This design comes from an exercise in tuning for small area, a short achievable clock period and few clock cycles per item on the open sky130 flow, not from production work.
At most, simulation tests tie the RTL to the original design; equivalence was not proved.
Power figures rest on the tool's default switching activity, not on a simulated workload.

==> inputs of run B <==
==> flow/design.v <==
module isd_decode (
    input  wire         clk,
    input  wire         rst,
    input  wire         start,
    input  wire [5:0]   n_in,
    input  wire [4:0]   k_in,
    input  wire [5:0]   t_in,
    output wire         ready,
    input  wire         row_valid,
    input  wire [32:0]  row_in,       
    input  wire [7:0]   y_in,         
    output wire         row_ready,
    output reg          done,
    output reg  [2:0]   err,
    output reg  [32:0]  m_out
);
    localparam NMAX = 32;
    localparam KMAX = 16;
    localparam SW   = 13;                      
    localparam [2:0] E_NONE     = 3'd0;
    localparam [2:0] E_PRECOND  = 3'd2;
    localparam [2:0] E_RANGE    = 3'd3;
    localparam [2:0] E_SENTINEL = 3'd5;
    localparam [1:0] S_IDLE = 2'd0;
    localparam [1:0] S_LOAD = 2'd1;
    localparam [1:0] S_RANK = 2'd2;
    reg [1:0] state;
    reg [5:0] n_r;
    reg [4:0] k_r;
    reg [5:0] t_r;
    reg [2:0] code_r;                          
    reg       bad_r;                           
    reg [4:0] cnt;                             
    reg [4:0] col;                             
    reg signed [SW-1:0] score [0:NMAX-1];
    reg [NMAX-1:0] sel;
    assign ready     = (state == S_IDLE);
    assign row_ready = (state == S_LOAD);
    wire [2:0] start_code = (t_in > n_in)                  ? E_PRECOND :
                            (n_in > NMAX || k_in > KMAX)   ? E_RANGE   :
                                                             E_NONE;
    reg row_bad;
    integer b;
    always @(*) begin
        row_bad = 1'b0;
        for (b = 0; b <= NMAX; b = b + 1) begin
            if (b == n_r && !row_in[b])
                row_bad = 1'b1;
            if (b > n_r && row_in[b])
                row_bad = 1'b1;
        end
    end
    wire signed [SW-1:0] y_pos = $signed({{(SW-8){1'b0}}, y_in});
    wire signed [SW-1:0] y_neg = $signed({{(SW-6){1'b0}}, t_r}) - y_pos;
    wire signed [SW-1:0] s_col = score[col];
    reg  [NMAX-1:0] ahead;                     
    reg  [5:0] n_ahead;
    integer ri;
    always @(*) begin
        for (ri = 0; ri < NMAX; ri = ri + 1)
            ahead[ri] = (ri < n_r) &&
                        ((score[ri] > s_col) || (score[ri] == s_col && ri < col));
        n_ahead = 6'd0;
        for (ri = 0; ri < NMAX; ri = ri + 1)
            n_ahead = n_ahead + {5'd0, ahead[ri]};
    end
    wire col_sel = ({1'b0, col} < n_r) && (n_ahead < t_r);
    wire [NMAX-1:0] sel_final = {col_sel, sel[NMAX-2:0]};
    reg  [32:0] res_packed;
    integer pi;
    always @(*) begin
        for (pi = 0; pi < NMAX; pi = pi + 1)
            res_packed[pi] = (pi < n_r) ? sel_final[pi] : (pi == n_r);
        res_packed[NMAX] = (n_r == NMAX);
    end
    integer j;
    always @(posedge clk) begin
        if (rst) begin
            state <= S_IDLE;
            done  <= 1'b0;
            err   <= E_NONE;
            cnt   <= 5'd0;
            col   <= 5'd0;
        end else begin
            done <= 1'b0;
            case (state)
                S_IDLE: begin
                    if (start) begin
                        n_r    <= n_in;
                        k_r    <= k_in;
                        t_r    <= t_in;
                        code_r <= start_code;
                        bad_r  <= 1'b0;
                        cnt    <= 5'd0;
                        col    <= 5'd0;
                        for (j = 0; j < NMAX; j = j + 1)
                            score[j] <= {SW{1'b0}};
                        state  <= (k_in == 5'd0) ? S_RANK : S_LOAD;
                    end
                end
                S_LOAD: begin
                    if (row_valid) begin
                        if (code_r == E_NONE) begin
                            for (j = 0; j < NMAX; j = j + 1)
                                score[j] <= score[j] + (row_in[j] ? y_pos : y_neg);
                            if (row_bad)
                                bad_r <= 1'b1;
                        end
                        cnt <= cnt + 5'd1;
                        if (cnt == k_r - 5'd1)
                            state <= S_RANK;
                    end
                end
                S_RANK: begin
                    if (code_r != E_NONE || bad_r) begin
                        state <= S_IDLE;
                        done  <= 1'b1;
                        err   <= (code_r != E_NONE) ? code_r : E_SENTINEL;
                        m_out <= 33'd0;
                    end else begin
                        sel[col] <= col_sel;
                        col <= col + 5'd1;
                        if (col == NMAX - 1) begin
                            state <= S_IDLE;
                            done  <= 1'b1;
                            err   <= E_NONE;
                            m_out <= res_packed;
                        end
                    end
                end
                default: state <= S_IDLE;
            endcase
        end
    end
endmodule
==> flow/run.sh <==
#!/bin/bash
# synth_recipe.tcl (not shown) runs the flow's synth.tcl, then flattens the netlist and writes it again
# the make line also repeats each setting of config.mk as NAME=value (left out here)
make -C /OpenROAD-flow-scripts/flow DESIGN_CONFIG=/design/flow/config.mk WORK_HOME=/design/flow/orfs CLKGATE_MAP_FILE= SYNTH_SCRIPT=/design/flow/synth_recipe.tcl finish
==> flow/config.mk <==
export PLATFORM = sky130hd
export DESIGN_NAME = isd_decode
export DESIGN_NICKNAME = isd_decode
export VERILOG_FILES = /design/flow/design.v
export SDC_FILE = /design/flow/constraint.sdc
export NUM_CORES = 4
export LEC_CHECK = 0
export CAP_MARGIN = 20
export CORE_MARGIN = 2
export CORE_UTILIZATION = 35
export SLEW_MARGIN = 20
==> flow/constraint.sdc <==
create_clock -name core_clock -period 15.0 [get_ports {clk}]
set_input_delay 3.0000 -clock core_clock [delete_from_list [all_inputs] [get_ports {clk}]]
set_output_delay 3.0000 -clock core_clock [all_outputs]
set_load 0.01 [all_outputs]
==> run E (differences from run B) <==
==> flow/design.v (replaced) <==
module isd_decode (
    input  wire         clk,
    input  wire         rst,
    input  wire         start,
    input  wire [5:0]   n_in,
    input  wire [4:0]   k_in,
    input  wire [5:0]   t_in,
    output wire         ready,
    input  wire         row_valid,
    input  wire [32:0]  row_in,       
    input  wire [7:0]   y_in,         
    output wire         row_ready,
    output reg          done,
    output reg  [2:0]   err,
    output reg  [32:0]  m_out
);
    localparam NMAX = 32;
    localparam KW   = 13;                      
    localparam PW   = KW + 5;                  
    localparam [2:0] E_NONE     = 3'd0;
    localparam [2:0] E_PRECOND  = 3'd2;
    localparam [2:0] E_RANGE    = 3'd3;
    localparam [2:0] E_SENTINEL = 3'd5;
    localparam [1:0] S_IDLE  = 2'd0;
    localparam [1:0] S_LOAD  = 2'd1;
    localparam [1:0] S_FLUSH = 2'd2;
    localparam [1:0] S_RANK  = 2'd3;
    reg [1:0] state;
    reg [5:0] n_r;
    reg [4:0] k_r;
    reg [5:0] t_r;
    reg [2:0] code_r;                          
    reg       bad_r;                           
    reg [4:0] cnt;                             
    reg          v_r;
    reg [32:0]   row_r;
    reg [7:0]    y_r;
    reg [KW-1:0] key [0:NMAX-1];
    reg [KW-1:0] bound;                        
    reg [NMAX-1:0] act;                        
    reg [5:0]      need;
    reg [PW-1:0]   psel;                       
    assign ready     = (state == S_IDLE);
    assign row_ready = (state == S_LOAD);
    wire [2:0] start_code = (t_in > n_in)                  ? E_PRECOND :
                            (n_in > NMAX || k_in > 5'd16)  ? E_RANGE   :
                                                             E_NONE;
    reg row_bad;
    integer b;
    always @(*) begin
        row_bad = 1'b0;
        for (b = 0; b <= NMAX; b = b + 1) begin
            if (b == n_r && !row_r[b])
                row_bad = 1'b1;
            if (b > n_r && row_r[b])
                row_bad = 1'b1;
        end
    end
    wire [8:0] a_one  = v_r ? {y_r, 1'b0} : 9'd0;
    wire [5:0] a_zero = v_r ? t_r : 6'd0;
    wire [8:0] a_max  = (a_one > {3'd0, a_zero}) ? a_one : {3'd0, a_zero};
    wire [KW-1:0] bound_nx = bound + {4'd0, a_max};
    reg [PW-1:0] psel0;
    integer q;
    always @(*) begin
        psel0 = {{(PW-5){1'b0}}, 5'b10000};
        for (q = 0; q < KW; q = q + 1)
            if (bound_nx[q])
                psel0 = {{(PW-1){1'b0}}, 1'b1} << (q + 5);
    end
    reg [NMAX-1:0] kbit;                       
    integer c, p;
    always @(*) begin
        for (c = 0; c < NMAX; c = c + 1) begin
            kbit[c] = 1'b0;
            for (p = 0; p < KW; p = p + 1)
                kbit[c] = kbit[c] | (psel[p + 5] & key[c][p]);
            for (p = 0; p < 5; p = p + 1)
                kbit[c] = kbit[c] | (psel[p] & ~c[p]);
        end
    end
    wire [NMAX-1:0] ones = act & kbit;
    reg  [5:0] ocnt;
    integer oi;
    always @(*) begin
        ocnt = 6'd0;
        for (oi = 0; oi < NMAX; oi = oi + 1)
            ocnt = ocnt + {5'd0, ones[oi]};
    end
    wire [6:0] diff   = {1'b0, need} - {1'b0, ocnt};
    wire       d_eq   = (diff == 7'd0);
    wire       d_more = diff[6];               
    reg [NMAX-1:0] below_n;
    reg [32:0]     at_n;
    integer mi;
    always @(*) begin
        for (mi = 0; mi < NMAX; mi = mi + 1)
            below_n[mi] = (mi < n_r);
        for (mi = 0; mi <= NMAX; mi = mi + 1)
            at_n[mi] = (mi == n_r);
    end
    integer j;
    always @(posedge clk) begin
        row_r <= row_in;
        y_r   <= y_in;
        v_r   <= !rst && row_valid && (state == S_LOAD);
        for (j = 0; j < NMAX; j = j + 1)
            key[j] <= (state == S_IDLE) ? {KW{1'b0}}
                    : key[j] + (row_r[j] ? {4'd0, a_one} : {7'd0, a_zero});
        bound <= (state == S_IDLE) ? {KW{1'b0}} : bound_nx;
        if (v_r && row_bad)
            bad_r <= 1'b1;
        if (rst) begin
            state <= S_IDLE;
            done  <= 1'b0;
            err   <= E_NONE;
        end else begin
            done <= 1'b0;
            case (state)
                S_IDLE: begin
                    if (start) begin
                        n_r    <= n_in;
                        k_r    <= k_in;
                        t_r    <= t_in;
                        code_r <= start_code;
                        bad_r  <= 1'b0;
                        cnt    <= 5'd0;
                        state  <= (k_in == 5'd0) ? S_FLUSH : S_LOAD;
                    end
                end
                S_LOAD: begin
                    if (row_valid) begin
                        cnt <= cnt + 5'd1;
                        if (cnt == k_r - 5'd1)
                            state <= S_FLUSH;
                    end
                end
                S_FLUSH: begin
                    act  <= below_n;
                    need <= t_r;
                    psel <= psel0;
                    if (code_r != E_NONE || bad_r || (v_r && row_bad)) begin
                        state <= S_IDLE;
                        done  <= 1'b1;
                        err   <= (code_r != E_NONE) ? code_r : E_SENTINEL;
                        m_out <= 33'd0;
                    end else if (t_r == 6'd0 || t_r == n_r) begin
                        state <= S_IDLE;
                        done  <= 1'b1;
                        err   <= E_NONE;
                        m_out <= at_n | ((t_r == 6'd0) ? 33'd0 : {1'b0, below_n});
                    end else begin
                        state <= S_RANK;
                        m_out <= at_n;
                    end
                end
                S_RANK: begin
                    psel <= psel >> 1;
                    if (!d_more)
                        m_out <= m_out | {1'b0, ones};
                    if (d_eq) begin
                        state <= S_IDLE;
                        done  <= 1'b1;
                        err   <= E_NONE;
                    end else if (d_more) begin
                        act <= ones;
                    end else begin
                        act  <= act & ~kbit;
                        need <= diff[5:0];
                    end
                end
            endcase
        end
    end
endmodule
==> results.txt <==
Of run B and run E, run E has the higher maximum frequency (gap 27%, measured against run E).
Between run E and run B, the lower critical path depth is in run E (gap 12).
Against run B, the clock skew of run E is lower by 24 ps.
Between run B and run E, the lower via count is in run E (gap 48%, measured against run E).
Between run E and run B, the lower worst hold slack is in run B (gap 3.4 ps).
Die area: run E is lower than run B (28%).
In run E the register-to-register slack is higher than in run B, by 3500 ps.
==> figures <==
	run B	run E
Result of the run	finished clean	finished clean
Clock-net power	1.70 mW	1.78 mW
Area taken by flip-flops and latches	15340 um2	12970 um2
Met2 WL	95270 um	58920 um
Buffer share of cell area	3.270%	3.391%
Placed cell count	7862	5697
Mapped Area	52760 um2	37660 um2
Met2 Usage GRT	43.59%	37.06%
Data arrival time of the critical path	13130 ps	9400 ps
Number of instances in the synthesized netlist	5862	4370
Average wire per standard cell	28.17 um	22.20 um
Leakage Power	23.71 nW	18.35 nW
Met3 Usage GRT	5.976%	3.439%
Largest stage delay on the critical path	830 ps	860 ps
Inverter count of the layout excluding clock inverters	146	112
Die X	392.3 um	332.0 um
Testbench counts of run B, summed over its fixed seeds: cycles 39,526, items 960.
No functional check of the RTL was part of run E.

## what the ideal ports hide
Ports are ideal in the flow. The routed layouts listed here were re-timed in OpenROAD. Step 1 sets driving cells, clkbuf_16 on the clock port and buf_2 on the other inputs (assumed; they add their load-dependent delay and slew). Step 2, shift: input delay + t, output delay - t, t = (earliest + latest rising clock arrival at the registers) / 2. This alone moves slack from input paths to output paths. a / b / c = no drivers / after step 1 / after step 2; a / b = the first two.
run | t (ns) | setup slack, ns | hold WS [ns] | clock arrival spread, ns | pins driven straight from the clock port
run B | 0.774 | 2.399 / 2.399 / 2.399 | 0.479 / 0.479 / 0.479 | 0.062 / 0.063 | 1
run E | 0.692 | 5.853 / 5.853 / 5.853 | 0.482 / 0.482 / 0.482 | 0.029 / 0.029 | 1
After both steps every run listed still meets setup and hold.
